This is an optimization exercise on Yosys and OpenROAD, whose aim is small area, a short achievable clock period and few clock cycles, not a production implementation.
Function was checked by simulation only, so behaviour that the tests miss may differ from the original.
No activity file was given, so power comes from the tool's default toggle rates.

==> design/flow/design.v <==
module romdec (
    input  wire        clk,
    input  wire        rst,
    input  wire        start,
    input  wire [2:0]  unit,
    input  wire [15:0] maxlen,
    input  wire [15:0] in_len,
    input  wire [15:0] bias,
    output wire        busy,
    output wire        done,
    output wire [3:0]  code,
    output wire [15:0] count,
    output wire [31:0] fault_info,
    output reg         in_re,
    output reg  [15:0] in_addr,
    input  wire [7:0]  in_rdata,
    output reg         out_we,
    output reg  [15:0] out_waddr,
    output reg  [7:0]  out_wdata,
    output reg         out_re,
    output reg  [15:0] out_raddr,
    input  wire [7:0]  out_rdata
);
    localparam C_NONE = 4'd0, C_OK = 4'd1, C_UNDERRUN = 4'd2, C_BADREF = 4'd3,
               C_BOUND = 4'd4, C_CEILING = 4'd5, C_BADHDR = 4'd8, C_BADCMD = 4'd9;
    localparam [5:0]
        K_INIT = 6'd0,
        K_TOK  = 6'd1,    
        K_B1   = 6'd2,    
        K_C1   = 6'd3,    
        K_C0   = 6'd4,    
        K_LIT  = 6'd5,    
        K_OFF  = 6'd6,    
        K_LO   = 6'd7,
        K_HI   = 6'd8,
        K_N    = 6'd9,
        X_CHK  = 6'd10,   
        X_RUN  = 6'd11,   
        S_INIT = 6'd12,
        S_B0   = 6'd13,
        S_B1   = 6'd14,
        S_B2   = 6'd15,
        S_TOK  = 6'd16,
        S_RH   = 6'd17,
        D_INIT = 6'd18,
        D_LO   = 6'd19,
        D_HI   = 6'd20,
        E_INIT = 6'd21,
        E_H0   = 6'd22,
        E_H1   = 6'd23,
        E_H2   = 6'd24,
        E_H3   = 6'd25,
        E_H4   = 6'd26,
        E_H5   = 6'd27,
        E_B2   = 6'd28,
        E_TOK  = 6'd29,
        E_TH   = 6'd30,
        E_FL   = 6'd31,
        E_RAW  = 6'd32,
        E_V    = 6'd33,
        E_WH   = 6'd34,
        E_WL   = 6'd35,
        D_W    = 6'd36,
        D_END  = 6'd37,
        S_B3   = 6'd38,
        E_LT   = 6'd39,
        S_W    = 6'd40;
    reg        busy_q, done_q;
    reg [5:0]  ph;
    reg [3:0]  code_q;
    reg        kb;         
    reg        sx;         
    reg [2:0]  ut;         
    reg [15:0] ra;         
    reg [7:0]  hd, nd;     
    reg        hv, nv;     
    reg        iv;         
    reg        rpe;        
    reg        hde, nde;   
    reg        ive;        
    reg [15:0] wp;         
    reg        we_q;
    reg [7:0]  wd_q;
    reg [15:0] lim;        
    reg [15:0] aux;        
    reg        dz;         
    reg [15:0] off;        
    reg [15:0] src;        
    reg        xbad;       
    reg [1:0]  xsel;       
    reg        d1;         
    reg [16:0] kd;         
    reg [1:0]  rl;         
    reg [8:0]  cnt;
    reg        zf;         
    reg [15:0] acc;
    reg [4:0]  epl;
    reg [4:0]  efm;
    reg [6:0]  fsh;
    reg [2:0]  bp;         
    reg [4:0]  nb;         
    reg        et;         
    reg        e_inc;      
    reg        e_dec;      
    reg        e_ei;       
    reg        e_lit;      
    assign busy  = busy_q;
    assign done  = done_q;
    assign code  = code_q;
    assign count = wp;
    reg  sel_wp, sel_lim, sel_off;
    assign fault_info = {({16{sel_off}} & off),
                         ({16{sel_wp}} & wp) | ({16{sel_lim}} & lim)};
    always @* begin
        in_re     = 1'b1;
        in_addr   = ra;
        out_re    = 1'b1;
        out_raddr = src;
        out_we    = we_q;
        out_waddr = wp;
        out_wdata = wd_q;
    end
    wire [7:0]  head   = hd;
    wire [15:0] ra_inc = ra + 16'd1;
    wire        iend   = hde;     
    reg  [15:0] x_off;
    always @* begin
        case (xsel)
            2'd1:    x_off = {3'b111, head[7:3], off[7:0]};
            2'd2:    x_off = {4'hF, off[11:8] + head[7:4], off[7:0]};
            default: x_off = {8'hFF, head};
        endcase
    end
    wire [16:0] x_sum = {1'b0, wp} + {1'b0, x_off} + {16'd0, we_q};
    wire        x_one = &x_off;
    wire [15:0] s_x    = off;
    wire [16:0] s_x2   = {1'b0, s_x} + 17'd2;
    wire        s_fits = (s_x2 <= {1'b0, lim});
    wire [11:0] s_t    = {4'd0, head} + 12'd18 + {~wp[11:0]} + {11'd0, ~we_q};
    wire g1 = |kd[16:2];
    wire g2 = |kd[16:3];
    wire g4 = |kd[16:5];
    wire sd_empty = ~|kd[8:1];
    function [7:0] dcm_step;
        input [7:0] a;
        input [3:0] x;
        reg [8:0] d;
        reg [9:0] s;
        begin
            case (x)
                4'd0:  d = 9'd0;
                4'd1:  d = 9'd1;
                4'd2:  d = 9'd2;
                4'd3:  d = 9'd4;
                4'd4:  d = 9'd8;
                4'd5:  d = 9'd16;
                4'd6:  d = 9'd32;
                4'd7:  d = 9'd64;
                4'd8:  d = 9'h180;
                4'd9:  d = 9'h1FF;
                4'd10: d = 9'h1FE;
                4'd11: d = 9'h1FC;
                4'd12: d = 9'h1F8;
                4'd13: d = 9'h1F0;
                4'd14: d = 9'h1E0;
                default: d = 9'h1C0;
            endcase
            s = {2'b00, a} + {d[8], d};
            if (s[9])
                dcm_step = 8'd0;
            else if (s[8])
                dcm_step = 8'd255;
            else
                dcm_step = s[7:0];
        end
    endfunction
    wire [7:0] dcm_next = dcm_step(acc[7:0], off[3:0]);
    wire       eb0    = head[~bp];
    wire       eb1    = head[~bp - 3'd1];
    wire       et2    = (nb[4:1] != 4'd0) && (bp != 3'd7);
    wire [4:0] nb_n   = nb - (et2 ? 5'd2 : 5'd1);
    wire       e_last = et2 ? (nb == 5'd2) : (nb == 5'd1);
    wire [6:0] fsh_n  = et2 ? {fsh[4:0], eb0, eb1} : {fsh[5:0], eb0};
    wire [15:0] acc_n = et2 ? {acc[13:0], eb0, eb1} : {acc[14:0], eb0};
    wire [2:0] efm_k  = efm[0] + efm[1] + efm[2] + efm[3] + efm[4];
    wire [4:0] efirst = (efm_k != 3'd0) ? {2'd0, efm_k} : epl;
    wire [1:0] fp1 = efm[0];
    wire [1:0] fp2 = efm[0] + efm[1];
    wire [2:0] fp3 = efm[0] + efm[1] + efm[2];
    wire [2:0] fp4 = efm[0] + efm[1] + efm[2] + efm[3];
    wire [4:0] eflags = {efm[4] & fsh_n[fp4], efm[3] & fsh_n[fp3], efm[2] & fsh_n[fp2],
                         efm[1] & fsh_n[fp1], efm[0] & fsh_n[0]};
    wire [15:0] e_v    = acc | {fsh[4:0], 11'd0};
    wire [15:0] e_sum  = e_v + aux;
    wire [15:0] e_step = e_v + {{15{e_dec}}, e_inc | e_dec};
    wire k_ph = (ph <= K_N);
    wire e_rd = (ph >= E_TOK) && (ph <= E_RAW);
    reg take, rdb;
    always @* begin
        take = 1'b0;
        if (rl != 2'd0 && k_ph) begin
            take = 1'b1;
        end else begin
            case (ph)
                K_TOK: take = kd[0] ? g1 : (kd[1] ? g2 : g4);
                K_B1:  take = kd[0] & g1;
                K_C0:  take = g1;
                K_LIT, K_OFF, K_LO, K_HI, K_N: take = 1'b1;
                S_B0, S_B1, S_TOK, S_RH: take = 1'b1;
                D_W, D_HI: take = 1'b1;
                E_H0, E_H1, E_H2, E_H3, E_H4, E_H5: take = 1'b1;
                E_TOK, E_TH, E_FL, E_RAW: take = (bp == 3'd7) || (et2 && bp == 3'd6);
                default: ;
            endcase
        end
        rdb = e_rd ? (bp == 3'd0) : take;
        if (!busy_q) begin
            take = 1'b0;
            rdb  = 1'b0;
        end
    end
    reg [7:0] q_hd, q_nd;
    reg       q_hv, q_nv, q_hde, q_nde, q_issue;
    always @* begin
        q_hd  = hd;
        q_hv  = hv;
        q_hde = hde;
        q_nd  = nd;
        q_nv  = nv;
        q_nde = nde;
        if (take) begin
            q_hd  = nd;
            q_hv  = nv;
            q_hde = nde;
            q_nv  = 1'b0;
        end
        if (iv) begin
            if (!q_hv) begin
                q_hd  = in_rdata;
                q_hv  = 1'b1;
                q_hde = ive;
            end else begin
                q_nd  = in_rdata;
                q_nv  = 1'b1;
                q_nde = ive;
            end
        end
        q_issue = busy_q && !q_nv;
        if (!busy_q) begin
            q_hv = 1'b0;
            q_nv = 1'b0;
        end
    end
    task finish;
        input [3:0] c;
        begin
            busy_q  <= 1'b0;
            done_q  <= 1'b1;
            code_q  <= c;
            sel_wp  <= c[2] | (c[1] & c[0]);
            sel_lim <= c[3] | (c[1] & ~c[0]);
            sel_off <= ~c[3] & ~c[2] & c[1] & c[0];
        end
    endtask
    task emit;
        input [7:0] v;
        begin
            we_q <= 1'b1;
            wd_q <= v;
        end
    endtask
    task kemit;
        input [7:0] v;
        begin
            we_q <= 1'b1;
            wd_q <= v;
            aux  <= aux - 16'd1;
            dz   <= (aux == 16'd1);
        end
    endtask
    task setsrc;
        begin
            src  <= x_sum[15:0];
            xbad <= ~x_sum[16];
            d1   <= x_one;
        end
    endtask
    always @(posedge clk) begin
        we_q <= 1'b0;
        if (q_issue) begin
            ra  <= ra_inc;
            rpe <= rpe || (ra_inc == lim);
        end
        iv  <= q_issue;
        ive <= rpe;
        hd  <= q_hd;
        hv  <= q_hv;
        hde <= q_hde;
        nd  <= q_nd;
        nv  <= q_nv;
        nde <= q_nde;
        if (!busy_q) begin
            if (start) begin
                busy_q  <= 1'b1;
                done_q  <= 1'b0;
                code_q  <= C_NONE;
                sel_wp  <= 1'b0;
                sel_lim <= 1'b0;
                sel_off <= 1'b0;
                wp     <= 16'd0;
                ra     <= 16'd0;
                rpe    <= (in_len == 16'd0);
                lim    <= in_len;
                case (unit)
                    3'd0:    aux <= maxlen;
                    3'd4:    aux <= bias;
                    default: aux <= 16'hFFFF;
                endcase
                dz     <= (unit == 3'd0) && (maxlen == 16'd0);
                kb     <= unit[0];
                sx     <= (unit == 3'd3);
                rl     <= 2'd0;
                xsel   <= 2'd0;
                kd     <= 17'd1;
                bp     <= 3'd0;
                acc[7:0] <= 8'd128;
                zf     <= 1'b0;
                ut     <= unit;
                ph     <= K_INIT;
                case (unit)
                    3'd0, 3'd1, 3'd3, 3'd4, 3'd5: ;
                    default: begin
                        busy_q  <= 1'b0;
                        done_q  <= 1'b1;
                        code_q  <= C_BADCMD;
                        sel_lim <= 1'b1;
                        lim    <= {13'd0, unit};
                    end
                endcase
            end
        end else begin
            wp <= wp + {15'd0, we_q};
            if (rdb && iend && (k_ph || (ph >= E_H0 && ph <= E_RAW))) begin
                finish(C_UNDERRUN);
            end else if (rl != 2'd0 && k_ph) begin
                if (rl == 2'd1) begin
                    kd[7:0] <= head;
                    rl      <= 2'd2;
                end else begin
                    kd[16:8] <= {1'b1, head};
                    rl       <= 2'd0;
                end
            end else begin
                case (ph)
                K_INIT: begin
                    if (sx && lim[15:1] == 15'd0) begin
                        finish(C_OK);
                    end else if (iv) begin
                        case (ut)
                            3'd3:    ph <= S_B0;
                            3'd4:    ph <= E_H0;
                            3'd5:    ph <= D_W;
                            default: begin
                                rl <= 2'd1;
                                ph <= K_TOK;
                            end
                        endcase
                    end
                end
                K_TOK: begin
                    if (kd[0]) begin
                        kd <= {1'b0, kd[16:1]};
                        if (!g1) begin
                            rl <= 2'd1;
                            ph <= K_LIT;
                        end else if (dz) begin
                            finish(kb ? C_CEILING : C_BOUND);
                        end else begin
                            kemit(head);
                        end
                    end else if (!g1) begin
                        kd <= {1'b0, kd[16:1]};
                        rl <= 2'd1;
                        ph <= K_B1;
                    end else if (kd[1]) begin
                        kd <= {2'b0, kd[16:2]};
                        if (g2) begin
                            off[7:0] <= head;
                            ph       <= K_HI;
                            xsel <= 2'd1;
                        end else begin
                            rl <= 2'd1;
                            ph <= K_LO;
                        end
                    end else if (g4 || kd[4]) begin
                        kd  <= {4'b0, kd[16:4]};
                        cnt <= {6'd0, kd[2], ~kd[2], kd[3]};
                        if (g4) begin
                            off <= {8'hFF, head};
                            setsrc;
                            ph  <= X_CHK;
                        end else begin
                            rl <= 2'd1;
                            ph <= K_OFF;
                        end
                    end else begin
                        kd <= {2'b0, kd[16:2]};
                        if (!g2)
                            rl <= 2'd1;
                        ph <= K_C1;
                    end
                end
                K_B1: begin
                    kd <= {1'b0, kd[16:1]};
                    if (!g1)
                        rl <= 2'd1;
                    if (kd[0]) begin
                        if (g1) begin
                            off[7:0] <= head;
                            ph       <= K_HI;
                            xsel <= 2'd1;
                        end else begin
                            ph <= K_LO;
                        end
                    end else begin
                        ph <= K_C1;
                    end
                end
                K_C1: begin
                    kd  <= {1'b0, kd[16:1]};
                    cnt <= {6'd0, kd[0], ~kd[0], 1'b0};
                    if (!g1)
                        rl <= 2'd1;
                    ph <= K_C0;
                end
                K_C0: begin
                    kd     <= {1'b0, kd[16:1]};
                    cnt[0] <= kd[0];
                    if (g1) begin
                        off <= {8'hFF, head};
                        setsrc;
                        ph  <= X_CHK;
                    end else begin
                        rl <= 2'd1;
                        ph <= K_OFF;
                    end
                end
                K_LIT: begin
                    if (dz) begin
                        finish(kb ? C_CEILING : C_BOUND);
                    end else begin
                        kemit(head);
                        ph <= K_TOK;
                    end
                end
                K_OFF: begin
                    off <= {8'hFF, head};
                    setsrc;
                    ph  <= X_CHK;
                end
                K_LO: begin
                    off[7:0] <= head;
                    ph       <= K_HI;
                    xsel <= 2'd1;
                end
                K_HI: begin
                    xsel      <= 2'd0;
                    off[15:8] <= {3'b111, head[7:3]};
                    setsrc;
                    cnt       <= {6'd0, head[2:0]} + 9'd2;
                    ph        <= (head[2:0] != 3'd0) ? X_CHK : K_N;
                end
                K_N: begin
                    src <= src + {15'd0, ~d1};
                    cnt <= {1'b0, head} + 9'd1;
                    if (head == 8'd0)
                        finish(C_OK);
                    else if (head == 8'd1)
                        ph <= K_TOK;
                    else if (xbad)
                        finish(C_BADREF);
                    else
                        ph <= X_RUN;
                end
                X_CHK: begin
                    src <= src + {15'd0, ~d1};
                    zf  <= xbad;
                    if (xbad && !sx)
                        finish(C_BADREF);
                    else
                        ph <= X_RUN;
                end
                X_RUN: begin
                    src <= src + {15'd0, ~d1};
                    if (!sx && dz) begin
                        finish(kb ? C_CEILING : C_BOUND);
                    end else begin
                        kemit(zf ? 8'd0 : out_rdata);
                        cnt <= cnt - 9'd1;
                        if (cnt == 9'd1) begin
                            zf <= 1'b0;
                            ph <= sx ? S_TOK : K_TOK;
                        end
                    end
                end
                S_B0: begin
                    off[7:0] <= head;
                    ph       <= S_B1;
                end
                S_B1: begin
                    off[15:8] <= head;
                    ph        <= S_B2;
                end
                S_B2: begin
                    off <= {off[7:0], off[15:8]};
                    zf  <= s_fits;
                    if (s_fits)
                        lim <= s_x2[15:0];
                    ph <= S_B3;
                end
                S_B3: begin
                    if (!zf && s_fits) begin
                        lim <= s_x2[15:0];
                        rpe <= (s_x == 16'd0);
                    end else begin
                        rpe <= (lim == 16'd2);
                    end
                    ra <= 16'd2;
                    iv <= 1'b0;
                    hv <= 1'b0;
                    nv <= 1'b0;
                    zf <= 1'b0;
                    kd <= 17'd1;
                    ph <= S_W;
                end
                S_W: if (iv) ph <= S_TOK;
                S_TOK: begin
                    if (iend) begin
                        finish(C_OK);
                    end else if (sd_empty) begin
                        kd <= {8'd0, 1'b1, head};
                    end else begin
                        kd <= {1'b0, kd[16:1]};
                        if (kd[0]) begin
                            emit(head);
                        end else begin
                            off[11:0] <= s_t;
                            ph        <= S_RH;
                            xsel <= 2'd2;
                        end
                    end
                end
                S_RH: begin
                    xsel <= 2'd0;
                    if (iend) begin
                        finish(C_OK);
                    end else begin
                        setsrc;
                        cnt <= {5'd0, head[3:0]} + 9'd3;
                        ph  <= X_CHK;
                    end
                end
                D_W: begin
                    off[7:0] <= head;
                    if (iend)
                        finish(C_OK);
                    else
                        ph <= D_LO;
                end
                D_LO: begin
                    acc[7:0] <= dcm_next;
                    emit(dcm_next);
                    off[3:0] <= off[7:4];
                    ph       <= D_HI;
                end
                D_HI: begin
                    acc[7:0] <= dcm_next;
                    emit(dcm_next);
                    off[7:0] <= head;
                    ph       <= iend ? D_END : D_LO;
                end
                D_END: finish(C_OK);
                E_H0: begin
                    acc[7:0] <= head;
                    epl      <= head[4:0];
                    ph       <= E_H1;
                end
                E_H1: begin
                    efm <= head[4:0];
                    ph  <= E_H2;
                end
                E_H2: begin
                    kd[15:8] <= head;
                    ph       <= E_H3;
                end
                E_H3: begin
                    kd[7:0] <= head;
                    ph      <= E_H4;
                end
                E_H4: begin
                    off[15:8] <= head;
                    ph        <= E_H5;
                end
                E_H5: begin
                    off[7:0] <= head;
                    fsh      <= 7'd0;
                    nb       <= 5'd2;
                    if (acc[7:0] > 8'd16) begin
                        lim <= {8'd0, acc[7:0]};
                        finish(C_BADHDR);
                    end else begin
                        ph <= E_TOK;
                    end
                end
                E_TOK: begin
                    fsh <= fsh_n;
                    bp  <= bp + (et2 ? 3'd2 : 3'd1);
                    nb  <= nb_n;
                    if (e_last) begin
                        et <= fsh_n[1];
                        nb <= fsh_n[1] ? 5'd5 : 5'd4;
                        ph <= E_TH;
                    end
                end
                E_TH: begin
                    fsh <= fsh_n;
                    bp  <= bp + (et2 ? 3'd2 : 3'd1);
                    nb  <= nb_n;
                    if (e_last) begin
                        cnt <= {5'd0, fsh_n[3:0]} + 9'd1;
                        fsh <= 7'd0;
                        if (!et) begin
                            e_inc <= !fsh_n[4];
                            e_dec <= 1'b0;
                            e_ei  <= !fsh_n[4];
                            e_lit <= 1'b0;
                            acc   <= fsh_n[4] ? off : kd[15:0];
                            ph    <= E_WH;
                        end else begin
                            e_inc <= (fsh_n[5:4] == 2'd1);
                            e_dec <= (fsh_n[5:4] == 2'd2);
                            e_ei  <= 1'b0;
                            e_lit <= (fsh_n[5:4] == 2'd3);
                            acc   <= 16'd0;
                            nb    <= efirst;
                            if (fsh_n[5:4] == 2'd3)
                                ph <= E_LT;
                            else
                                ph <= (efm_k != 3'd0) ? E_FL : (epl != 5'd0) ? E_RAW : E_WH;
                        end
                    end
                end
                E_LT: begin
                    if (cnt == 9'd16)
                        finish(C_OK);
                    else
                        ph <= (efm_k != 3'd0) ? E_FL : (epl != 5'd0) ? E_RAW : E_WH;
                end
                E_FL: begin
                    fsh <= fsh_n;
                    bp  <= bp + (et2 ? 3'd2 : 3'd1);
                    nb  <= nb_n;
                    if (e_last) begin
                        fsh <= {2'd0, eflags};
                        nb  <= epl;
                        ph  <= (epl != 5'd0) ? E_RAW : E_WH;
                    end
                end
                E_RAW: begin
                    acc <= acc_n;
                    bp  <= bp + (et2 ? 3'd2 : 3'd1);
                    nb  <= nb_n;
                    if (e_last)
                        ph <= E_WH;
                end
                E_WH: begin
                    emit(e_sum[15:8]);
                    ph <= E_WL;
                end
                E_WL: begin
                    emit(e_sum[7:0]);
                    cnt <= cnt - 9'd1;
                    acc <= e_step;
                    fsh <= 7'd0;
                    if (cnt == 9'd1) begin
                        if (e_ei)
                            kd[15:0] <= e_step;
                        nb <= 5'd2;
                        ph <= E_TOK;
                    end else if (e_lit) begin
                        acc <= 16'd0;
                        nb  <= efirst;
                        ph  <= (efm_k != 3'd0) ? E_FL : (epl != 5'd0) ? E_RAW : E_WH;
                    end else begin
                        ph <= E_WH;
                    end
                end
                default: ;
                endcase
            end
        end
        if (rst) begin
            busy_q  <= 1'b0;
            done_q  <= 1'b0;
            code_q  <= C_NONE;
            sel_wp  <= 1'b0;
            sel_lim <= 1'b0;
            sel_off <= 1'b0;
            wp     <= 16'd0;
            we_q   <= 1'b0;
        end
    end
endmodule
==> design/flow/run.sh <==
#!/bin/bash
# synth_recipe.tcl (not shown) runs the flow's synth.tcl, then flattens the netlist and writes it again
# the make line also repeats each setting of config.mk as NAME=value (left out here)
make -C /OpenROAD-flow-scripts/flow DESIGN_CONFIG=/design/flow/config.mk WORK_HOME=/design/flow/orfs CLKGATE_MAP_FILE= SYNTH_SCRIPT=/design/flow/synth_recipe.tcl finish
==> design/flow/config.mk <==
export PLATFORM = sky130hd
export DESIGN_NAME = romdec
export DESIGN_NICKNAME = romdec
export VERILOG_FILES = /design/flow/design.v
export SDC_FILE = /design/flow/constraint.sdc
export NUM_CORES = 4
export LEC_CHECK = 0
export CAP_MARGIN = 20
export CORE_MARGIN = 2
export CORE_UTILIZATION = 40
export PLACE_DENSITY = 0.6
export SETUP_SLACK_MARGIN = 4.4
export SLEW_MARGIN = 20
export TNS_END_PERCENT = 0
==> design/flow/constraint.sdc <==
create_clock -name core_clock -period 8.0 [get_ports {clk}]
set_input_delay 1.6000 -clock core_clock [delete_from_list [all_inputs] [get_ports {clk}]]
set_output_delay 1.6000 -clock core_clock [all_outputs]
set_load 0.01 [all_outputs]
==> metrics.cfg, run 1 <==
[synthesis]
post_synthesis_average_cell_area_um2=8.49
synth_async_sr_flop_share_pct=0
synth.yosys.warnings=1
synth-edff-count=170
synth-main-ff-cell=sky130_fd_sc_hd__edfxtp_1
syn_inst=2409
yosysSeqAreaShare_pct=31.2
synth.cell_area_mm2=0.0204
synth_seq_cells=234
yosysUniqueCellTypes=102

[final_layout]
layout.cells.most_common=sky130_fd_sc_hd__nand2_1
drive_above_1_share_pct=10.3
insertedDiodeCount=0
num-fill-cells=4903
layout.cells.non_filler=3248
final_nets=2758
area.growth.synth_to_final_pct=19.4
most-common-layout-cells=sky130_fd_sc_hd__nand2_1 (228), sky130_fd_sc_hd__nor2_1 (209), sky130_fd_sc_hd__clkdlybuf4s50_1 (180)

[route]
drc=0
drtPass1Iterations=6
antenna_violating_nets_post_route=0
detailroute.via_count=20700
dr_wl_cell_um=25.8
wirelength_um=83800
drt_first_iter_violations=2588
routed_via_density=6.38

[worst_setup_path]
worst-endpoint-arrival_ps=2130
worstSetupEndpointType=output pin
crit_required_ps=6400
timing_worst_setup_path_type=reg2out
regToRegSetupSlack_ps=4280
timing.critical_path.from_type=flip-flop
worst-path-max-fanout=8

[sta]
report.final.slew_viol_count=0
final-hold-violation-count=0
report.final.setup_viol=0
setup_slack_ps=4270
maxClockFrequency_ghz=0.268
grt_setup_unrepaired=true
timing_worst_slew_pin_value_ps=1090
finalSetupTns_ps=0
clock_skew_ps=22.9
final_min_period_over_clock_period_pct=46.7
layout_min_cycle_time_ps=3730
maxSlewHeadroom_pct=27.7

[grt]
grt_max_degree=55
initial_antenna_violation_count=1
grt_pass1_vias=19500
global_route.overflow_total=0
globalRouteTotalUtil_pct=30.6
grt_pass1_wl_um=124000

[die]
die_area_mm2=0.0529
core-area_mm2=0.0503
height_of_the_die_um=230
floorplan.initialDensity_pct=40.7
rows=82
die_w_um=230
ioPinCount=183

[clocking]
cts-root-to-sink-buffers=3
clock_tree.root_cell=sky130_fd_sc_hd__clkbuf_16
clock_insertion_delay_at_the_later_pin_of_the_skew_report_ps=590
cts_inserted_buffers=29
cts_tree=yes
cts_htree_levels=1
numClockSinks=234
postCtsHoldBufs=0
path_clk_slew_ps=60

[power]
power.switching_fraction_pct=45.4
sequentialPowerShare_pct=26.9
power_frac_comb_pct=52.7
switching_power_mw=3.07
internal_power_mw=3.69
power.clock.fraction_pct=20.4
power-per-cell-area_mw_per_mm2=277
p_leak_nw=8.94
worst_vdd_ir_mv=0.150

[place]
post-place-ws_ps=3060
placement.io_buffers=180
place_inst=3148
dpl.hpwl_um=61200
gp_routability_congestion=1.04

[min_path]
min-delay-path-class=reg2reg

[run_status]
run_status=complete, no violations

[run]
timing.max_cap.violations=0

==> final timing paths <==
check / endpoint / startpoint / cells past startpoint
max: fault_info[28] / off[12] / 2
min: nde / ive / 0
max reg2reg: cnt[1] / ph[2] / 9
min reg2reg: nde / ive / 0
==> metal layers <==
metal	global-route usage [%]	wire length, um	vias up
met5	0	28	-
met4	13.5	4320	2
met3	4.20	7260	233
met2	49.3	38000	1139
met1	40.7	34200	10000
li1	-	-	9332
==> through the flow <==
| step | total power, mW | utilization, % | cell area, um^2 | hold WS, ps |
|---|---|---|---|---|
| 5_1_grt | 7.09 | 48.6 | 24400 | 442 |
| 3_5_place_dp | 5.15 | 45.2 | 22700 | 432 |
| 6_report | 6.76 | 48.6 | 24400 | 449 |
| 2_1_floorplan | 4.01 | - | 20500 | 344 |
| 3_3_place_gp | 5.11 | 45.2 | 22700 | 421 |
| 4_1_cts | 6.59 | 47.7 | 24000 | 450 |
==> power groups by stage <==
stage | clock network [mW] | logic, mW | registers [mW]
2_1_floorplan | 0 | 2.27 | 1.74
3_3_place_gp | 0 | 3.27 | 1.84
3_5_place_dp | 0 | 3.30 | 1.85
4_1_cts | 1.40 | 3.39 | 1.81
5_1_grt | 1.44 | 3.81 | 1.83
6_report | 1.38 | 3.56 | 1.82
==> flip-flops by register name, indices dropped and copies added (netlist names), 16 cells and up, named ones only <==
register,count
acc,16
aux,16
kd,17
lim,16
off,16
ra,16
src,16
wp,16
==> synthesized netlist by cell type (all sizes together) (17+ instances only) <==
cell	n	area [um^2]
buf	64	374
nand2	231	867
nand4	26	184
nor2	220	850
o21ai	165	830
a21o	26	195
edfxtp	170	5100
and2	29	181
ha	121	1510
dfxtp	64	1280
nor4	40	305
mux2i	65	671
xor2	55	482
nor2b	28	183
or3	27	169
nand3	80	410
nor3	65	347
a221o	17	170
a211oi	27	203
a221oi	19	166
and3	24	150
a222oi	17	170
o22ai	35	219
inv	101	379
a21oi	169	857
clkbuf	94	353
nand2b	25	164
o211ai	24	180
a31oi	31	206
xnor2	87	762
==> final cells by class <==
cell class              instances  area [um^2]  share of cell area [%]
clock inverters                10          136                   0.559
flip-flops and latches        234         6390                    26.2
multi-input cells            1917        13300                    54.3
repair buffers                271         2540                    10.4
well taps                     672          841                    3.44
clock buffers                  42          847                    3.47
inverters                     102          395                    1.62
==> critical path: stages, from the launching register on <==
cell                              delay (ps)
sky130_fd_sc_hd__edfxtp_1                790
sky130_fd_sc_hd__and2_1                  220
sky130_fd_sc_hd__clkdlybuf4s50_1         550
==> cell families after synthesis <==
kind of cell / after synthesis / share of synthesized area [%]
compound gates: 716 / 23.6
xor+xnor: 142 / 6.08
fa+ha+maj: 133 / 8.58
buf+inv: 260 / 5.43
flops: 234 / 31.2
mux: 82 / 4.60
other cells: 1 / 0.0183
simple gates: 841 / 20.5
==> what timing repair did <==
action / in CTS / in global routing
pin swaps: 1 / 6
endpoints found under the hold margin: 0 / 0
cloned: 0 / 1
resized for setup: 30 / 47
buffers inserted: 18 / 28
setup endpoints to repair: 271 / 262
Testbench counts, summed over its fixed seeds: cycles 511,665.
==> run 2, diff against run 1 <==
--- a/design/flow/config.mk
+++ b/design/flow/config.mk
@@ -9,6 +9,5 @@
 export CORE_MARGIN = 2
-export CORE_UTILIZATION = 40
-export PLACE_DENSITY = 0.6
+export CORE_UTILIZATION = 45
+export PLACE_DENSITY = 0.65
 export SETUP_SLACK_MARGIN = 4.4
 export SLEW_MARGIN = 20
-export TNS_END_PERCENT = 0
==> metrics.cfg, run 2 <==
[synthesis]
synth_xor_area_share_pct=6.08
synth_simple_gate_area_share_pct=20.5
synth.yosys.warnings=1
synth_seq_cells=234
synth_adder_area_share_pct=8.58
ys_top_cells_by_count=sky130_fd_sc_hd__nand2_1 (231), sky130_fd_sc_hd__nor2_1 (218), sky130_fd_sc_hd__edfxtp_1 (170)
synth-edff-count=170
synth_async_sr_flop_share_pct=0
yosysUniqueCellTypes=102
post_synth_main_area_contributors=sky130_fd_sc_hd__edfxtp_1 (25%), sky130_fd_sc_hd__ha_1 (7.4%), sky130_fd_sc_hd__dfxtp_1 (6.3%), sky130_fd_sc_hd__nand2_1 (4.2%), sky130_fd_sc_hd__a21oi_1 (4.1%)
synth_compound_gate_area_share_pct=23.6
syn_inst=2409
yosysSeqAreaShare_pct=31.2
synth_top_family_by_area=compound AO/OA/AOI/OAI gates
post-synth-top-area-cell=sky130_fd_sc_hd__edfxtp_1
synth.most_common_cell=sky130_fd_sc_hd__nand2_1
synth-main-ff-cell=sky130_fd_sc_hd__edfxtp_1
synth.mux.area_fraction_pct=4.60
yosysTopAreaCellShare_pct=25.0
synth.cell_area_mm2=0.0204
post_synthesis_average_cell_area_um2=8.49

[die]
rows=78
ioPinCount=183
die_area_mm2=0.0472
height_of_the_die_um=217
core-area_mm2=0.0451
floorplan.initialDensity_pct=45.4
die_w_um=217

[worst_setup_path]
reg2reg_depth=14
timing.critical_path.from_type=flip-flop
worstSetupEndpointType=output pin
timing_worst_setup_path_type=reg2out
worst-endpoint-arrival_ps=2010
crit_required_ps=6400
worst-path-max-fanout=8

[sta]
finalSetupTns_ps=0
final_min_period_over_clock_period_pct=45.2
clock_skew_ps=17.0
maxClockFrequency_ghz=0.277
report.final.setup_viol=0
maxSlewHeadroom_pct=22.2
report.final.slew_viol_count=0
timing_worst_slew_pin_value_ps=1160
grt_setup_unrepaired=true
layout_min_cycle_time_ps=3610
final-hold-violation-count=0

[final_layout]
num-fill-cells=4214
finish.utilization_pct=54.9
layout.cells.most_common=sky130_fd_sc_hd__nand2_1
area.growth.synth_to_final_pct=21.0
most-common-layout-cells=sky130_fd_sc_hd__nand2_1 (224), sky130_fd_sc_hd__nor2_1 (209), sky130_fd_sc_hd__clkdlybuf4s50_1 (180)
registers.top_by_ff_count=kd
final_nets=2778
drive_above_1_share_pct=12.1
finalInstanceArea_mm2=0.0247
number_of_flip_flops_under_the_largest_register_name=17
layout.cells.non_filler=3202

[place]
place_inst=3064
dpl.hpwl_um=60400
placement.io_buffers=180
gp_routability_congestion=1.02
dpl_cell_area_mm2=0.0226

[grt]
global_route.usage.met1_pct=44.7
global_route.overflow_total=0
grt_max_degree=51
grt_pass1_vias=19700
use_met3_pct=6.19
globalRouteTotalUtil_pct=34.4
grt_pass1_wl_um=124000
grt_most_used_layer=met2
initial_antenna_violation_count=1
grtUsageMet2_pct=54.5

[route]
drc=0
wirelength_um=84700
drtPass1Iterations=9
dr_wl_cell_um=26.4
antenna_violating_nets_post_route=0
routed_via_density=6.57
detailroute.via_count=21000
drt_first_iter_violations=2647

[clocking]
clock_insertion_delay_at_the_later_pin_of_the_skew_report_ps=590
cts_tree=yes
cts_htree_levels=1
cts_inserted_buffers=30
postCtsHoldBufs=0
clock_tree.root_cell=sky130_fd_sc_hd__clkbuf_16
cts-root-to-sink-buffers=3
numClockSinks=234
path_clk_slew_ps=60

[min_path]
hold-path-cell-count=0
min-delay-path-class=reg2reg

[run]
timing.max_cap.violations=0

[power]
p_leak_nw=9.09
power-per-cell-area_mw_per_mm2=280
worst_vdd_ir_mv=0.193

[run_status]
run_status=complete, no violations

==> run 2: cell count changes in the layout (fill, tap and decap cells not counted), moves of 4 or more <==
cell	delta
sky130_fd_sc_hd__dfxtp_1	-4
sky130_fd_sc_hd__buf_4	+13
sky130_fd_sc_hd__inv_1	-5
sky130_fd_sc_hd__clkinv_1	+6
sky130_fd_sc_hd__nand2_1	-4
==> run 2: cells by family (layout without fill, tap and decap cells) <==
| kind of cell | Yosys count | count (layout) |
|---|---|---|
| AND/OR/NAND/NOR | 841 | 841 |
| AO/OA/AOI/OAI | 716 | 716 |
| buffers and inverters | 260 | 449 |
| flip-flops | 234 | 234 |
| XOR/XNOR | 142 | 142 |
| adder cells (fa/ha/maj) | 133 | 133 |
| multiplexers | 82 | 82 |
| other | 1 | 5 |
==> run 2: worst paths after layout <==
check | startpoint | to | slack (ps)
worst max register to register | hd[1] | off[11] | 4430
worst min register to register | ive | nde | 440
worst min-delay path | ive | nde | 440
worst max-delay path | sel_lim | fault_info[12] | 4390
==> run 2: stage by stage <==
stage	total power [mW]	hold WS (ps)	setup slack, ps
3_3_place_gp	5.08	431	3320
6_report	6.92	442	4390
3_5_place_dp	5.13	429	3170
2_1_floorplan	4.01	344	4470
4_1_cts	6.67	443	4370
5_1_grt	7.19	451	4280
==> run 2: repair_timing <==
item,in CTS,in global routing
endpoints found under the hold margin,0,0
pin swaps,6,12
buffers inserted,44,32
gates resized for setup,65,63
gates cloned,1,2
setup endpoints to repair,291,236
==> run 2: layout make-up <==
type	instances	area [um^2]	share of cell area, %
repair buffers	290	2770	11.2
flip-flops and latches	234	6400	25.9
well taps	600	751	3.03
diodes	3	7.51	0.0303
inverters	102	403	1.63
clock inverters	17	185	0.748
clock buffers	39	816	3.30
multi-input cells	1916	13400	54.2
repair inverters	1	7.51	0.0303
==> run 2: report_power, final <==
group | total, mW | internal [mW] | switching (mW) | leakage [nW]
Clock | 1.41 | 0.841 | 0.565 | 0.480
Sequential | 1.84 | 1.57 | 0.276 | 2.11
Combinational | 3.67 | 1.36 | 2.31 | 6.50
==> run 2: per-layer routing <==
layer	up-vias	wire (um)
li1	9376	-
met1	10000	33100
met2	1329	37800
met3	304	8430
met4	2	5340
met5	-	13
==> run 2: worst max-delay path, stage by stage (launching register included) <==
cell,delay (ps)
sky130_fd_sc_hd__dfxtp_4,400
sky130_fd_sc_hd__clkinvlp_4,200
sky130_fd_sc_hd__o21ai_0,250
sky130_fd_sc_hd__clkdlybuf4s50_1,570
==> run 3, diff against run 2 <==
--- a/design/flow/config.mk
+++ b/design/flow/config.mk
@@ -9,4 +9,5 @@
 export CORE_MARGIN = 2
-export CORE_UTILIZATION = 45
-export PLACE_DENSITY = 0.65
+export CORE_UTILIZATION = 40
+export CTS_BUF_LIST = sky130_fd_sc_hd__clkbuf_8
+export PLACE_DENSITY = 0.5
 export SETUP_SLACK_MARGIN = 4.4
==> metrics.cfg, run 3 <==
[die]
ioPinCount=183
rows=82
die_area_mm2=0.0529
height_of_the_die_um=230
core-area_mm2=0.0503
floorplan.initialDensity_pct=40.7
die_w_um=230

[worst_setup_path]
r2r_end=src[12]
crit_required_ps=6400
reg2reg_depth=17
worstPathBufferInverterCount=2
regToRegSetupSlack_ps=4430
worstReg2RegStart=xsel[0]
timing.critical_path.from_type=flip-flop
timing_worst_setup_path_type=reg2out
worst-endpoint-arrival_ps=1990
crit_chain=buf_6, and2_1, clkdlybuf4s50_1
worstSetupEndpointType=output pin
cpMaxStageDelayCell=sky130_fd_sc_hd__clkdlybuf4s50_1
worst-path-max-fanout=7
timing.critical_path.max_delay_family=buffers and inverters
critical_path.max_stage_delay_ps=540

[route]
drt_first_iter_violations=2299
dr_wl_cell_um=26.8
wirelength_um=89400
antenna_violating_nets_post_route=0
routed_via_density=6.31
detailroute.via_count=21000
drtPass1Iterations=7
drc=0

[place]
dpl.hpwl_um=63800
post-place-ws_ps=3130
placement.io_buffers=180
place_inst=3145
gp_routability_congestion=0.995
dpl_cell_area_mm2=0.0227

[sta]
grt_setup_unrepaired=true
timing_worst_slew_pin_value_ps=1100
final-hold-violation-count=0
finalSetupTns_ps=0
clock_skew_ps=36.9
maxSlewHeadroom_pct=26.8
report.final.slew_viol_count=0
maxClockFrequency_ghz=0.279
layout_min_cycle_time_ps=3590
setup_slack_ps=4410
final_min_period_over_clock_period_pct=44.9
report.final.setup_viol=0

[grt]
grt_pass1_wl_um=131000
global_route.overflow_total=0
globalRouteTotalUtil_pct=32.8
grt_pass1_vias=20100
grt_max_degree=51
initial_antenna_violation_count=0

[synthesis]
synth.cell_area_mm2=0.0204
ys_top_cells_by_count=sky130_fd_sc_hd__nand2_1 (231), sky130_fd_sc_hd__nor2_1 (218), sky130_fd_sc_hd__edfxtp_1 (170)
yosysSeqAreaShare_pct=31.2
synth.yosys.warnings=1
post-synth-top-area-cell=sky130_fd_sc_hd__edfxtp_1
post_synthesis_average_cell_area_um2=8.49
yosysUniqueCellTypes=102
post_synth_main_area_contributors=sky130_fd_sc_hd__edfxtp_1 (25%), sky130_fd_sc_hd__ha_1 (7.4%), sky130_fd_sc_hd__dfxtp_1 (6.3%), sky130_fd_sc_hd__nand2_1 (4.2%), sky130_fd_sc_hd__a21oi_1 (4.1%)
yosysTopAreaCellShare_pct=25.0
syn_inst=2409
synth-edff-count=170
synth-main-ff-cell=sky130_fd_sc_hd__edfxtp_1
synth_async_sr_flop_share_pct=0
synth_seq_cells=234
synth.most_common_cell=sky130_fd_sc_hd__nand2_1

[final_layout]
layout.cells.most_common=sky130_fd_sc_hd__nand2_1
number_of_flip_flops_under_the_largest_register_name=17
area.growth.synth_to_final_pct=22.9
drive_above_1_share_pct=14.4
final_nets=2823
registers.top_by_ff_count=kd
finalInstanceArea_mm2=0.0251
layout.cells.non_filler=3330
most-common-layout-cells=sky130_fd_sc_hd__nand2_1 (225), sky130_fd_sc_hd__nor2_1 (206), sky130_fd_sc_hd__edfxtp_1 (170)

[clocking]
numClockSinks=234
cts-root-to-sink-buffers=3
cts_htree_levels=2
cts_inserted_buffers=45
postCtsHoldBufs=0
clock_insertion_delay_at_the_later_pin_of_the_skew_report_ps=660
path_clk_slew_ps=60
clock_tree.root_cell=sky130_fd_sc_hd__clkbuf_8
cts_tree=yes

[power]
p_leak_nw=9.44
worst_vdd_ir_mv=0.119
power-per-cell-area_mw_per_mm2=271

[min_path]
min-delay-path-class=reg2reg
min_delay_worst_endpoint=ive
hold-path-cell-count=0
min_from=rpe

[run]
timing.max_cap.violations=0

[run_status]
run_status=complete, no violations

run 3: worst register-to-register path: stages, from the launching register on:
cell                       delay (ps)
sky130_fd_sc_hd__edfxtp_1         480
sky130_fd_sc_hd__buf_6            170
sky130_fd_sc_hd__ha_4             160
sky130_fd_sc_hd__nor2_4           120
sky130_fd_sc_hd__nor2_4            50
sky130_fd_sc_hd__buf_4            140
sky130_fd_sc_hd__buf_4            140
sky130_fd_sc_hd__a22o_1           200
sky130_fd_sc_hd__ha_1             330
sky130_fd_sc_hd__nor2b_1          150
sky130_fd_sc_hd__o21a_1           190
sky130_fd_sc_hd__o21ai_2          150
sky130_fd_sc_hd__nand2b_1         100
sky130_fd_sc_hd__a31o_4           250
sky130_fd_sc_hd__a311oi_4         340
sky130_fd_sc_hd__nor2_2            90
sky130_fd_sc_hd__xnor2_1          190
sky130_fd_sc_hd__a21oi_1           80
run 3: worst max-delay path by stage:
stage	cells after the start	startpoint	endpoint	slack, ps
after global routing	17	xsel[0]	src[12]	4290
after global placement	5	start	acc[0]	3020
after detailed placement	5	start	acc[1]	3130
after CTS	16	xsel[0]	src[12]	4300
after floorplan	8	kd[11]	src[0]	4470
final	3	off[8]	fault_info[24]	4410
run 3: final cells by class:
class	count	area [um^2]
sequential	234	6400
clock buffer	51	702
fill	4886	25100
multi-input combinational	1916	13600
antenna	1	2.50
inverter	102	407
tap	672	841
timing repair buffer	321	3040
clock inverter	33	170
run 3: repair_timing:
action | CTS | global route
cloned | 0 | 1
pin swaps | 11 | 35
endpoints found under the setup margin | 282 | 181
setup buffers | 62 | 37
resized for setup | 99 | 92
endpoints found under the hold margin | 0 | 0
run 3: kinds of logic after synthesis:
kind of cell	count (synthesis)	share of synthesized area (%)
flops	234	31.2
xor+xnor	142	6.08
mux	82	4.60
fa+ha+maj	133	8.58
buf+inv	260	5.43
other cells	1	0.0183
compound gates	716	23.6
simple gates	841	20.5
run 3: stage by stage:
| stage | utilization (%) | total power [mW] | hold slack (ps) |
|---|---|---|---|
| after floorplan | - | 4.01 | 344 |
| after global placement | 45.2 | 5.17 | 380 |
| after detailed placement | 45.2 | 5.18 | 378 |
| after CTS | 48.6 | 6.56 | 396 |
| after global routing | 50.0 | 7.14 | 402 |
| final | 50.0 | 6.81 | 395 |
run 3: routing by layer:
metal | up-vias | share of wire, % | global-route usage (%)
li1 | 9468 | - | -
met1 | 10200 | 41 | 42.2
met2 | 1096 | 45 | 52.2
met3 | 267 | 8.8 | 6.87
met4 | 0 | 5.7 | 15.9
met5 | - | 0 | 0
run 3: power by group:
group          switching, mW  internal, mW
combinational           2.37          1.41
sequential             0.261          1.57
clock                  0.586         0.616
total                   3.22          3.59
==> run 4, diff against run 3 <==
--- a/design/flow/config.mk
+++ b/design/flow/config.mk
@@ -11,3 +11,3 @@
 export CTS_BUF_LIST = sky130_fd_sc_hd__clkbuf_8
-export PLACE_DENSITY = 0.5
+export PLACE_DENSITY = 0.7
 export SETUP_SLACK_MARGIN = 4.4
==> metrics.cfg, run 4 <==
[synthesis]
synth_async_sr_flop_share_pct=0
post-synth-top-area-cell=sky130_fd_sc_hd__edfxtp_1
synth-edff-count=170
syn_inst=2409
synth.cell_area_mm2=0.0204
post_synth_main_area_contributors=sky130_fd_sc_hd__edfxtp_1 (25%), sky130_fd_sc_hd__ha_1 (7.4%), sky130_fd_sc_hd__dfxtp_1 (6.3%), sky130_fd_sc_hd__nand2_1 (4.2%), sky130_fd_sc_hd__a21oi_1 (4.1%)
ys_top_cells_by_count=sky130_fd_sc_hd__nand2_1 (231), sky130_fd_sc_hd__nor2_1 (218), sky130_fd_sc_hd__edfxtp_1 (170)
synth.yosys.warnings=1
yosysUniqueCellTypes=102
synth-main-ff-cell=sky130_fd_sc_hd__edfxtp_1
post_synthesis_average_cell_area_um2=8.49
yosysTopAreaCellShare_pct=25.0
synth.most_common_cell=sky130_fd_sc_hd__nand2_1
yosysSeqAreaShare_pct=31.2
synth_seq_cells=234

[power]
power-per-cell-area_mw_per_mm2=276
worst_vdd_ir_mv=0.183
p_leak_nw=9.30

[place]
post-place-ws_ps=3150
dpl.hpwl_um=60800
placement.io_buffers=180
gp_routability_congestion=1.02

[final_layout]
area.growth.synth_to_final_pct=21.8
multiInputGateArea_mm2=0.0135
registers.top_by_ff_count=kd
num-fill-cells=4737
area.sequential_mm2=0.00640
most-common-layout-cells=sky130_fd_sc_hd__nand2_1 (225), sky130_fd_sc_hd__nor2_1 (206), sky130_fd_sc_hd__edfxtp_1 (170)
layout.cells.most_common=sky130_fd_sc_hd__nand2_1
drive_above_1_share_pct=14.1
number_of_flip_flops_under_the_largest_register_name=17
final_nets=2814

[route]
antenna_violating_nets_post_route=0
wirelength_um=87100
dr_wl_cell_um=26.2
routed_via_density=6.49
detailroute.via_count=21600
drtPass1Iterations=8
drc=0
drt_first_iter_violations=2747

[die]
height_of_the_die_um=230
core-area_mm2=0.0503
ioPinCount=183
die_w_um=230
rows=82
die_area_mm2=0.0529
floorplan.initialDensity_pct=40.7

[sta]
layout_min_cycle_time_ps=3630
final-hold-violation-count=0
grt_setup_unrepaired=true
finalSetupTns_ps=0
final_min_period_over_clock_period_pct=45.3
timing_worst_slew_pin_value_ps=1050
maxSlewHeadroom_pct=29.8
holdWs_ps=436
maxClockFrequency_ghz=0.276
report.final.slew_viol_count=0
clock_skew_ps=49.8
report.final.setup_viol=0
setup_slack_ps=4370

[worst_setup_path]
timing_worst_setup_path_type=reg2out
worstSetupEndpointType=output pin
critical_path.max_stage_delay_ps=550
worst-path-max-fanout=2
crit_required_ps=6400
crit_chain=buf_4, and2_1, clkdlybuf4s50_1
worst-endpoint-arrival_ps=2030
timing.critical_path.from_type=flip-flop
reg2reg_depth=7
cpMaxStageDelayCell=sky130_fd_sc_hd__clkdlybuf4s50_1

[grt]
globalRouteTotalUtil_pct=31.4
grt_pass1_vias=20400
initial_antenna_violation_count=1
grt_pass1_wl_um=127000
grtUsageMet2_pct=48.8
grt_most_used_layer=met2
grt_max_degree=63
global_route.usage.met1_pct=39.9
global_route.overflow_total=0
use_met3_pct=7.73

[clocking]
clock_insertion_delay_at_the_later_pin_of_the_skew_report_ps=670
postCtsHoldBufs=0
path_clk_slew_ps=70
cts-root-to-sink-buffers=3
clock_tree.root_cell=sky130_fd_sc_hd__clkbuf_8
numClockSinks=234
cts_inserted_buffers=45
cts_tree=yes
cts_htree_levels=2

[run_status]
run_status=complete, no violations

[run]
timing.max_cap.violations=0

[min_path]
min-delay-path-class=reg2reg
hold-path-cell-count=0

[run 4: power by group]
part	internal [mW]	switching, mW
clock	0.708	0.599
sequential	1.57	0.253
combinational	1.38	2.37
total	3.65	3.23
[run 4: cells by family (layout without fill, tap and decap cells)]
kind of cell / Yosys count / in the layout / share of synthesized area, %
simple gates: 841 / 843 / 20.5
compound gates: 716 / 716 / 23.6
buf+inv: 260 / 496 / 5.43
flops: 234 / 234 / 31.2
xor+xnor: 142 / 142 / 6.08
fa+ha+maj: 133 / 133 / 8.58
mux: 82 / 82 / 4.60
other cells: 1 / 3 / 0.0183
[run 4: routing by layer]
metal  part of all wire [%]  wire, um
met1                     38     33100
met5                  0.065        57
met4                    6.3      5450
met2                     44     38300
met3                     12     10200
[run 4: through the flow]
step           utilization, %  instance area (um^2)  std cells  power (mW)
6_report                 49.5                 24900       3321        6.88
5_1_grt                  49.5                 24900       3320        7.16
4_1_cts                  48.4                 24300       3279        6.59
3_5_place_dp             45.1                 22700       3143        5.15
3_3_place_gp             45.1                 22700       3143        5.09
2_1_floorplan               -                 20500       2410        4.01
[run 4: final cells by class]
type	instances	area share (%)
multi-input combinational	1918	54.2
sequential	234	25.7
timing repair buffer	309	11.2
tap	672	3.38
clock buffer	50	2.76
inverter	102	1.65
clock inverter	34	1.04
timing repair inverter	1	0.0201
antenna	1	0.0100
[run 4: timing repair]
| action | in CTS | in global routing |
|---|---|---|
| endpoints found under the setup margin | 282 | 149 |
| pin swaps | 6 | 36 |
| cloned | 0 | 3 |
| gates resized for setup | 94 | 76 |
| buffers inserted | 52 | 38 |
[run 4: path summary, 6_finish.rpt]
check,start,to,slack (ps)
worst min register to register,ive,nde,440
worst max register to register,ph[0],wd_q[7],4380
worst min-delay path,ive,nde,440
worst max-delay path,off[9],fault_info[25],4370
[run 4: critical path, delay by kind of cell, from the launching register on]
kind	cells	cell delay, ps
and+or+nand+nor	1	160
buffers and inverters	2	750
DFF	1	450
==> run 5, diff against run 4 <==
--- a/design/flow/design.v
+++ b/design/flow/design.v
@@ -95,3 +95,3 @@
     reg        zf;         
-    reg [15:0] acc;
+    reg [15:0] acc;        
     reg [4:0]  epl;
--- a/design/flow/config.mk
+++ b/design/flow/config.mk
@@ -11,3 +11,3 @@
 export CTS_BUF_LIST = sky130_fd_sc_hd__clkbuf_8
-export PLACE_DENSITY = 0.7
+export PLACE_DENSITY = 0.6
 export SETUP_SLACK_MARGIN = 4.4
==> metrics.cfg, run 5 <==
[run]
timing.max_cap.violations=0

[worst_setup_path]
reg2reg_depth=17
worst-path-max-fanout=3
cpMaxStageDelayCell=sky130_fd_sc_hd__clkdlybuf4s50_1
critical_path.max_stage_delay_ps=480
regToRegSetupSlack_ps=4480
crit_required_ps=6400
crit_chain=buf_4, and2_1, clkdlybuf4s50_1
timing.critical_path.from_type=flip-flop
worst-endpoint-arrival_ps=1970
timing_worst_setup_path_type=reg2out
worstSetupEndpointType=output pin

[die]
floorplan.initialDensity_pct=40.7
height_of_the_die_um=230
core-area_mm2=0.0503
die_w_um=230
die_area_mm2=0.0529
rows=82
ioPinCount=183

[route]
antenna_violating_nets_post_route=0
met3_length_um=7520
detailroute.via_count=21000
routed_via_density=6.33
drtPass1Iterations=8
wirelength_um=85200
dr_wl_cell_um=25.7
wl_met1_um=34400
maxUsedRoutingLayer=met5
met2WireLength_um=38600
drc=0
drt_first_iter_violations=2530

[sta]
finalSetupTns_ps=0
clock_skew_ps=34.2
report.final.slew_viol_count=0
setup_slack_ps=4430
maxSlewHeadroom_pct=21.3
layout_min_cycle_time_ps=3570
grt_setup_unrepaired=true
final-hold-violation-count=0
report.final.setup_viol=0
maxClockFrequency_ghz=0.280
final_min_period_over_clock_period_pct=44.6
timing_worst_slew_pin_value_ps=1170

[place]
dpl_cell_area_mm2=0.0227
dpl.hpwl_um=61200
post-place-ws_ps=3060
placement.io_buffers=180
gp_routability_congestion=1.04

[synthesis]
yosysTopAreaCellShare_pct=25.0
syn_inst=2409
ys_top_cells_by_count=sky130_fd_sc_hd__nand2_1 (231), sky130_fd_sc_hd__nor2_1 (218), sky130_fd_sc_hd__edfxtp_1 (170)
yosysSeqAreaShare_pct=31.2
synth_seq_cells=234
synth-main-ff-cell=sky130_fd_sc_hd__edfxtp_1
synth_async_sr_flop_share_pct=0
synth.yosys.warnings=1
post_synthesis_average_cell_area_um2=8.49
post_synth_main_area_contributors=sky130_fd_sc_hd__edfxtp_1 (25%), sky130_fd_sc_hd__ha_1 (7.4%), sky130_fd_sc_hd__dfxtp_1 (6.3%), sky130_fd_sc_hd__nand2_1 (4.2%), sky130_fd_sc_hd__a21oi_1 (4.1%)
synth-edff-count=170
synth.cell_area_mm2=0.0204
post-synth-top-area-cell=sky130_fd_sc_hd__edfxtp_1
yosysUniqueCellTypes=102
synth.most_common_cell=sky130_fd_sc_hd__nand2_1

[clocking]
cts-root-to-sink-buffers=3
clock_insertion_delay_at_the_later_pin_of_the_skew_report_ps=680
cts_htree_levels=2
clock_tree.root_cell=sky130_fd_sc_hd__clkbuf_8
cts_tree=yes
postCtsHoldBufs=0
numClockSinks=234
cts_inserted_buffers=46
path_clk_slew_ps=60

[final_layout]
final_nets=2806
registers.top_by_ff_count=kd
finalInstanceArea_mm2=0.0248
num-fill-cells=4882
area.growth.synth_to_final_pct=21.2
layout.cells.most_common=sky130_fd_sc_hd__nand2_1
finish.utilization_pct=49.3
number_of_flip_flops_under_the_largest_register_name=17
most-common-layout-cells=sky130_fd_sc_hd__nand2_1 (226), sky130_fd_sc_hd__nor2_1 (208), sky130_fd_sc_hd__edfxtp_1 (170)
drive_above_1_share_pct=13.1

[power]
post-layout-total-power_mw=6.74
p_leak_nw=9.35
worst_vdd_ir_mv=0.121
internal_power_mw=3.58
power_frac_comb_pct=54.3
power-per-cell-area_mw_per_mm2=272
power.switching_fraction_pct=46.8
switching_power_mw=3.15
power.clock.fraction_pct=18.9
sequentialPowerShare_pct=26.8

[run_status]
run_status=complete, no violations

[grt]
grt_pass1_vias=20000
grt_pass1_wl_um=126000
grt_max_degree=55
global_route.overflow_total=0
initial_antenna_violation_count=3
globalRouteTotalUtil_pct=31.2

[min_path]
hold-path-cell-count=0
min-delay-path-class=reg2reg

run 5: cell count changes in the layout (fill, tap and decap cells not counted), moves of 3 or more:
cell | before | now
sky130_fd_sc_hd__buf_4 | 121 | 112
sky130_fd_sc_hd__inv_1 | 103 | 109
sky130_fd_sc_hd__clkdlybuf4s50_1 | 165 | 160
sky130_fd_sc_hd__dlygate4sd2_1 | 11 | 16
sky130_fd_sc_hd__clkbuf_8 | 50 | 54
sky130_fd_sc_hd__clkinv_1 | 8 | 4
sky130_fd_sc_hd__clkinvlp_4 | 8 | 4
sky130_fd_sc_hd__clkbuf_2 | 3 | 0
sky130_fd_sc_hd__dlymetal6s2s_1 | 1 | 4
sky130_fd_sc_hd__nor2b_1 | 21 | 24
run 5: logic make-up after synthesis:
kind of cell / share of synthesized area [%]
XOR/XNOR: 6.08
multiplexers: 4.60
other: 0.0183
flip-flops: 31.2
adder cells (fa/ha/maj): 8.58
AO/OA/AOI/OAI: 23.6
AND/OR/NAND/NOR: 20.5
buffers and inverters: 5.43
run 5: worst max-delay path: cells and delay by family (launching register included):
family	cells	cell delay [ps]
buf+inv	2	680
flops	1	450
simple gates	1	160
run 5: cell type report:
class,instances,area (um^2),area share [%]
antenna,1,2.50,0.0101
clock buffer,53,729,2.94
clock inverter,33,209,0.843
inverter,102,399,1.61
multi-input combinational,1916,13400,54.2
sequential,234,6400,25.8
tap,672,841,3.39
timing repair buffer,303,2780,11.2
run 5: stage by stage:
stage,std cells,hold WS [ps]
detailed placement,3148,432
CTS,3277,453
finish,3314,462
global route,3313,451
floorplan,2410,344
global placement,3148,421
run 5: repair_timing:
item / 4_1_cts / 5_1_grt
buffers inserted: 43 / 35
setup endpoints to repair: 275 / 160
pin swaps: 6 / 21
resized for setup: 81 / 59
run 5: metal layers:
metal	vias to the layer above	GRT usage, %
met2	1125	49.6
met3	260	5.67
met5	-	0
met4	6	15.6
li1	9432	-
met1	10200	40.5
run 5: path summary, 6_finish.rpt:
check | start | end
max | off[5] | fault_info[21]
min | ive | nde
max reg2reg | xsel[0] | src[12]
min reg2reg | ive | nde
run 5: power by group through the flow:
stage / registers (mW) / logic [mW] / clock network [mW]
3_3_place_gp: 1.84 / 3.27 / 0
4_1_cts: 1.81 / 3.44 / 1.29
6_report: 1.80 / 3.66 / 1.28
5_1_grt: 1.82 / 3.91 / 1.34
2_1_floorplan: 1.74 / 2.27 / 0
3_5_place_dp: 1.85 / 3.30 / 0
Testbench counts of run 5, summed over its fixed seeds: cycles 511,665.

## static timing again, ports no longer ideal
Ports are ideal in the flow. The routed layouts listed here were re-timed in OpenROAD.
Step 1 sets driving cells, clkbuf_16 on the clock port and buf_2 on the other inputs (assumed; they add their load-dependent delay and slew).
Step 2, shift: input delay + t, output delay - t, t = (earliest + latest rising clock arrival at the registers) / 2. This alone moves slack from input paths to output paths.
Slacks: ideal ports / drivers / drivers and shift; pairs: ideal ports / drivers.
| run | t (ns) | setup slack, ns | hold WS [ns] | clock arrival spread, ns | worst register clock-pin slew, ns |
|---|---|---|---|---|---|
| run 1 | 0.633 | 4.265 / 4.209 / 3.724 | 0.449 / 0.449 / 0.449 | 0.023 / 0.023 | 0.07 / 0.07 |
| run 2 | 0.647 | 4.386 / 4.324 / 3.841 | 0.442 / 0.442 / 0.442 | 0.017 / 0.017 | 0.07 / 0.07 |
| run 3 | 0.699 | 4.411 / 4.354 / 3.837 | 0.395 / 0.395 / 0.395 | 0.037 / 0.037 | 0.07 / 0.07 |
| run 4 | 0.698 | 4.375 / 4.320 / 3.847 | 0.436 / 0.436 / 0.436 | 0.050 / 0.050 | 0.07 / 0.07 |
| run 5 | 0.718 | 4.429 / 4.370 / 3.812 | 0.462 / 0.462 / 0.462 | 0.034 / 0.034 | 0.08 / 0.08 |
After both steps setup and hold are still met in every run listed. For run 5, which loses most, drivers alone change the setup slack by -0.059 ns; drivers and shift together by -0.617 ns.
